This is an optimization exercise on Yosys and OpenROAD, whose aim is small area, a short achievable clock period and few clock cycles per item, not a production implementation.
The RTL was checked by simulation tests, not by an equivalence proof against the original design.

// yuv2rgb
module yuv2rgb (
    input  wire       clk,
    input  wire       rst,
    input  wire       in_valid,
    output wire       in_ready,
    input  wire [7:0] in_y,
    input  wire [7:0] in_u,
    input  wire [7:0] in_v,
    output wire       out_valid,
    input  wire       out_ready,
    output wire [7:0] out_r,
    output wire [7:0] out_g,
    output wire [7:0] out_b,
    output wire [7:0] out_luma
);
==> flow/config.mk <==
export PLATFORM = sky130hd
export DESIGN_NAME = yuv2rgb
export DESIGN_NICKNAME = yuv2rgb
export VERILOG_FILES = /design/flow/design.v
export SDC_FILE = /design/flow/constraint.sdc
export NUM_CORES = 4
export LEC_CHECK = 0
export CAP_MARGIN = 20
export CORE_MARGIN = 2
export CORE_UTILIZATION = 40
export SLEW_MARGIN = 20
export SYNTH_HIERARCHICAL = 1
export SYNTH_MINIMUM_KEEP_SIZE = 0
==> flow/constraint.sdc <==
create_clock -name core_clock -period 16.0 [get_ports {clk}]
set_input_delay 3.2000 -clock core_clock [delete_from_list [all_inputs] [get_ports {clk}]]
set_output_delay 3.2000 -clock core_clock [all_outputs]
set_load 0.01 [all_outputs]
standard.sh (not shown) runs the stock make flow with config.mk's settings and CLKGATE_MAP_FILE= SYNTH_SCRIPT=/design/flow/synth_recipe.tcl, a recipe that flattens the netlist after the stock synthesis.
==> flow/flow/run.sh <==
#!/bin/bash
# Standard ORFS layout (the standard.sh), with timing repair asked to leave
# 11 ns of setup slack at the design's 16 ns clock, so that the resizer works
# on the critical paths. Clock period, I/O constraints and all other steps are
# the standard ones.
set -euo pipefail
bash standard.sh SETUP_SLACK_MARGIN=11 finish > standard_flow.log 2>&1
The baseline went through all stages and came out clean.
Testbench counts at the start, summed over its fixed seeds: cycles 16,024, items 16,000.
Edit:
==> flow/run.sh (new file) <==
#!/bin/bash
# synth_recipe.tcl (not shown) runs the flow's synth.tcl, then flattens the netlist and writes it again
# the make line also repeats each setting of config.mk as NAME=value (left out here)
make -C /OpenROAD-flow-scripts/flow DESIGN_CONFIG=/design/flow/config.mk WORK_HOME=/design/flow/orfs CLKGATE_MAP_FILE= SYNTH_SCRIPT=/design/flow/synth_recipe.tcl finish
removed: flow/flow/run.sh
removed: flow/standard.sh
Result: Fmax came out lower by 8.6%. Die area does not change. Global-route usage came out lower by 0.60 points. Final cell count came out lower by 4.1%. Wire length came out lower by 4.8%. Cell area came out lower by 3.7%. Clock skew is about the same. Critical path depth came out lower by 1. Utilization came out lower by 1.7 points.
Edit:
==> flow/flow/run.sh (new file) <==
#!/bin/bash
# Standard ORFS layout (the standard.sh) with two changes in how it is made:
#  - the port buffers buffer_ports inserts are sky130_fd_sc_hd__buf_1 cells
#    (every input and output port still gets its own buffer);
#  - timing repair is asked to leave 11 ns of setup slack at the design's
#    16 ns clock, so the resizer works on the critical paths.
# Clock period, I/O constraints and all other steps are the standard ones.
set -euo pipefail
export BUFFER_PORTS_ARGS="-buffer_cell sky130_fd_sc_hd__buf_1"
bash standard.sh SETUP_SLACK_MARGIN=11 finish > standard_flow.log 2>&1
==> flow/standard.sh (new file) <==
#!/bin/bash
# synth_recipe.tcl (not shown) runs the flow's synth.tcl, then flattens the netlist and writes it again
# the make line also repeats each setting of config.mk as NAME=value (left out here)
make -C /OpenROAD-flow-scripts/flow DESIGN_CONFIG=/design/flow/config.mk WORK_HOME=/design/flow/orfs CLKGATE_MAP_FILE= SYNTH_SCRIPT=/design/flow/synth_recipe.tcl "${@:-finish}"
- CTS_BUF_LIST: not set -> sky130_fd_sc_hd__clkbuf_8
removed: flow/run.sh
After rerunning: Non-clock buffer count rose by 51; setup slack improved by 0.46 ns; final cell count grows by a few percent; routed wire length came out higher by a few percent; design area hardly moves; synthesized cell count is unchanged; sequential cell count is unchanged; via count is higher by a few percent; fmax went up by roughly a tenth; die area does not change.

v22:
yuv2rgb, a different RTL version from the one above (not shown whole).
For scale: ~960 cells after synthesis, roughly 110 flip-flops, about 62 I/O pins, ~12,000 um^2 of cells after synthesis.
clock: 16.0 ns
lec_check: 0
cap_margin: 20
core_margin: 2
core_utilization: 40
slew_margin: 20
synth_hierarchical: 1
synth_minimum_keep_size: 0
tns_end_percent: 10
==> flow/flow/run.sh <==
#!/bin/bash
# Standard ORFS layout (the standard.sh) with two changes in how it is made:
#  - the port buffers buffer_ports inserts are sky130_fd_sc_hd__buf_1 cells
#    (every input and output port still gets its own buffer);
#  - timing repair is asked to leave 11.0 ns of setup slack at the design's
#    16 ns clock, so the resizer works on the critical paths.
# Clock period, I/O constraints and all other steps are the standard ones.
set -euo pipefail
export BUFFER_PORTS_ARGS="-buffer_cell sky130_fd_sc_hd__buf_1"
bash standard.sh SETUP_SLACK_MARGIN=11.8 finish > standard_flow.log 2>&1
No stage failed in v22, and the final checks on the layout all came back clean.
Testbench counts of v22, summed over its fixed seeds: cycles 16,024, items 16,000.
#### Input delta (v59 over v22)
Settings: TNS_END_PERCENT changed from 10 to 5.
--- a/flow/flow/run.sh
+++ b/flow/flow/run.sh
@@ -10 +10 @@
-bash standard.sh SETUP_SLACK_MARGIN=11.8 finish > standard_flow.log 2>&1
+bash standard.sh SETUP_SLACK_MARGIN=12.0 finish > standard_flow.log 2>&1
Results
Clock latency at the later pin of the worst-skew pair: v59 vs v22, no meaningful difference. v22 has a lower total track usage than v59. Comparing v59 and v22, met2 wirelength from detailed routing is higher on v59. Diff v22 -> v59: routed wire length rose 3.0%. The core of v59 is more densely filled than that of v22. Setup slack: v59 less than v22.
## Diff of input files: v4 against v59
Settings: removing TNS_END_PERCENT (formerly 5).
--- a/flow/flow/run.sh
+++ b/flow/flow/run.sh
@@ -10 +10 @@
-bash standard.sh SETUP_SLACK_MARGIN=12.0 finish > standard_flow.log 2>&1
+bash standard.sh SETUP_SLACK_MARGIN=11.6 finish > standard_flow.log 2>&1
==> summary.txt <==
- Summary of v4 over v59: transition time at the pin with the least slew margin now smaller, non-clock buffer count in the final layout now smaller, post-route clock period utilization comparable, endpoint arrival time on the critical path comparable.
- Taking v59 as the reference, in v4 first-pass GRT wire length lost about 2.4%, highest fanout seen on the critical path picked up an extra 3.
- The via count of v59 and that of v4 are within noise of each other.
Inputs modified between v4 and v57:
Settings: CORE_UTILIZATION changed from 40 to 50.
--- a/flow/flow/run.sh
+++ b/flow/flow/run.sh
@@ -10 +10 @@
-bash standard.sh SETUP_SLACK_MARGIN=11.6 finish > standard_flow.log 2>&1
+bash standard.sh SETUP_SLACK_MARGIN=11.8 finish > standard_flow.log 2>&1
## What came out
As far as synthesized-area fraction occupied by adder cells goes, v4 and v57 are indistinguishable; the numbers are identical. The fraction of area in multi-input gates was comparable across v57 and v4. Routed length on met2, v57 vs v4: down by a few percent.

exp/tundra:
Another version of the RTL of yuv2rgb (not shown whole).
Size: roughly 1000 cells after synthesis, ~62 I/O pins, ~13000 um2 of cells after synthesis.
export LEC_CHECK = 0
export CAP_MARGIN = 20
export CORE_MARGIN = 2
export CORE_UTILIZATION = 45
export SLEW_MARGIN = 20
export SYNTH_HIERARCHICAL = 1
export SYNTH_MINIMUM_KEEP_SIZE = 0
export TNS_END_PERCENT = 10
create_clock -name core_clock -period 16.0 [get_ports {clk}]
==> flow/flow/run.sh <==
#!/bin/bash
# Standard ORFS layout (the standard.sh) with these changes in how it is made:
#  - the port buffers buffer_ports inserts are sky130_fd_sc_hd__buf_1 cells
#    (every input and output port still gets its own buffer);
#  - clock tree synthesis runs with its standard options but without dummy loads;
#  - timing repair is asked to leave 11.7 ns of setup slack at the design's
#    16 ns clock, so the resizer works on the critical paths.
# Clock period, I/O constraints and all other steps are the standard ones.
# make's output goes to standard_flow.log; each ORFS step keeps its own log
# under orfs/logs/.
set -euo pipefail
export BUFFER_PORTS_ARGS="-buffer_cell sky130_fd_sc_hd__buf_1"
export CTS_ARGS="-sink_clustering_enable -repair_clock_nets -dont_use_dummy_load"
bash standard.sh SETUP_SLACK_MARGIN=11.7 finish > standard_flow.log 2>&1
Testbench counts of exp/tundra, summed over its fixed seeds: cycles 16,024, items 16,000.
Inputs modified between exp/tundra and exp/umber:
--- a/flow/config.mk
+++ b/flow/config.mk
@@ -9,3 +9,3 @@
 export CORE_MARGIN = 2
-export CORE_UTILIZATION = 45
+export CORE_UTILIZATION = 40
 export SLEW_MARGIN = 20
[summary]
- Of exp/tundra and exp/umber, the run reporting the lower area of the die was exp/tundra.
- exp/umber against exp/tundra: number of inserted filler cells in the final layout higher; amount of wire on met2 after detailed routing higher; setup slack higher.
- exp/umber vs exp/tundra: post-CTS setup repair buffer count up in exp/umber
- exp/umber completed end to end with timing, DRC and antenna clean.
- Post-cts gate resize count was higher in the run labelled exp/umber.
- Compared exp/umber vs exp/tundra, and clock transition at the register clock pins on the worst setup and hold paths after CTS is down in exp/umber.
- Final instance area, exp/tundra and exp/umber: smaller value in exp/tundra
Modified inputs, exp/delta compared to exp/umber
==> flow/flow/run.sh <==
#!/bin/bash
# Standard ORFS layout (the standard.sh) with two changes in how it is made:
#  - the port buffers buffer_ports inserts are sky130_fd_sc_hd__buf_1 cells
#    (every input and output port still gets its own buffer);
#  - timing repair is asked to leave 11.0 ns of setup slack at the design's
#    16 ns clock, so the resizer works on the critical paths.
# Clock period, I/O constraints and all other steps are the standard ones.
set -euo pipefail
export BUFFER_PORTS_ARGS="-buffer_cell sky130_fd_sc_hd__buf_1"
bash standard.sh SETUP_SLACK_MARGIN=11.7 finish > standard_flow.log 2>&1
==> summary.txt <==
[compare] base=exp/umber new=exp/delta: worst path required time essentially unchanged; final design area excluding fillers about even; smallest setup slack after layout increased by 0.0041 ns relative to the old numbers; count of distinct cell types in the synthesized netlist was more or less identical.

static timing again, ports no longer ideal:
Ports are ideal in the flow. The routed layouts listed here were re-timed in OpenROAD.
Step 1 (the two cells are an assumption about what drives the block):
set clk [get_ports {clk}]
set_driving_cell -lib_cell sky130_fd_sc_hd__clkbuf_16 $clk
set_driving_cell -lib_cell sky130_fd_sc_hd__buf_2 [delete_from_list [all_inputs] $clk]
Step 2 moves the port delays by t, midway between the first and last clock arrival at a register: inputs arrive t later, outputs are due t later. That takes back most of the time a late clock gives input paths.
a / b / c = ideal ports / drivers / drivers and shift; a / b = the first two.
| run | t (ns) | slack for setup (ns) | latest minus earliest clock arrival (ns) | cell pins on the clock port's net |
|---|---|---|---|---|
| the first run of note 1 | 0.405 | 11.128 / 11.121 / 11.128 | 0.013 / 0.013 | 1 |
| the second run of note 1 | 0.405 | 10.671 / 10.671 / 10.671 | 0.015 / 0.015 | 1 |
| the third run of note 1 | 0.434 | 11.132 / 11.132 / 11.132 | 0.026 / 0.026 | 1 |
| v22 | 0.411 | 11.487 / 11.487 / 11.487 | 0.019 / 0.019 | 1 |
| v59 | 0.397 | 11.460 / 11.460 / 11.374 | 0.011 / 0.011 | 1 |
| v4 | 0.405 | 11.453 / 11.453 / 11.453 | 0.014 / 0.015 | 1 |
| v57 | 0.413 | 11.517 / 11.517 / 11.517 | 0.016 / 0.016 | 1 |
| exp/tundra | 0.396 | 11.739 / 11.739 / 11.413 | 0.030 / 0.031 | 1 |
| exp/umber | 0.395 | 11.752 / 11.752 / 11.410 | 0.025 / 0.025 | 1 |
| exp/delta | 0.398 | 11.756 / 11.756 / 11.430 | 0.016 / 0.016 | 1 |
After both steps every run listed still meets setup and hold. The setup slack of exp/umber, which loses most, moves by 0.000 ns with the drivers and by -0.342 ns with both steps.
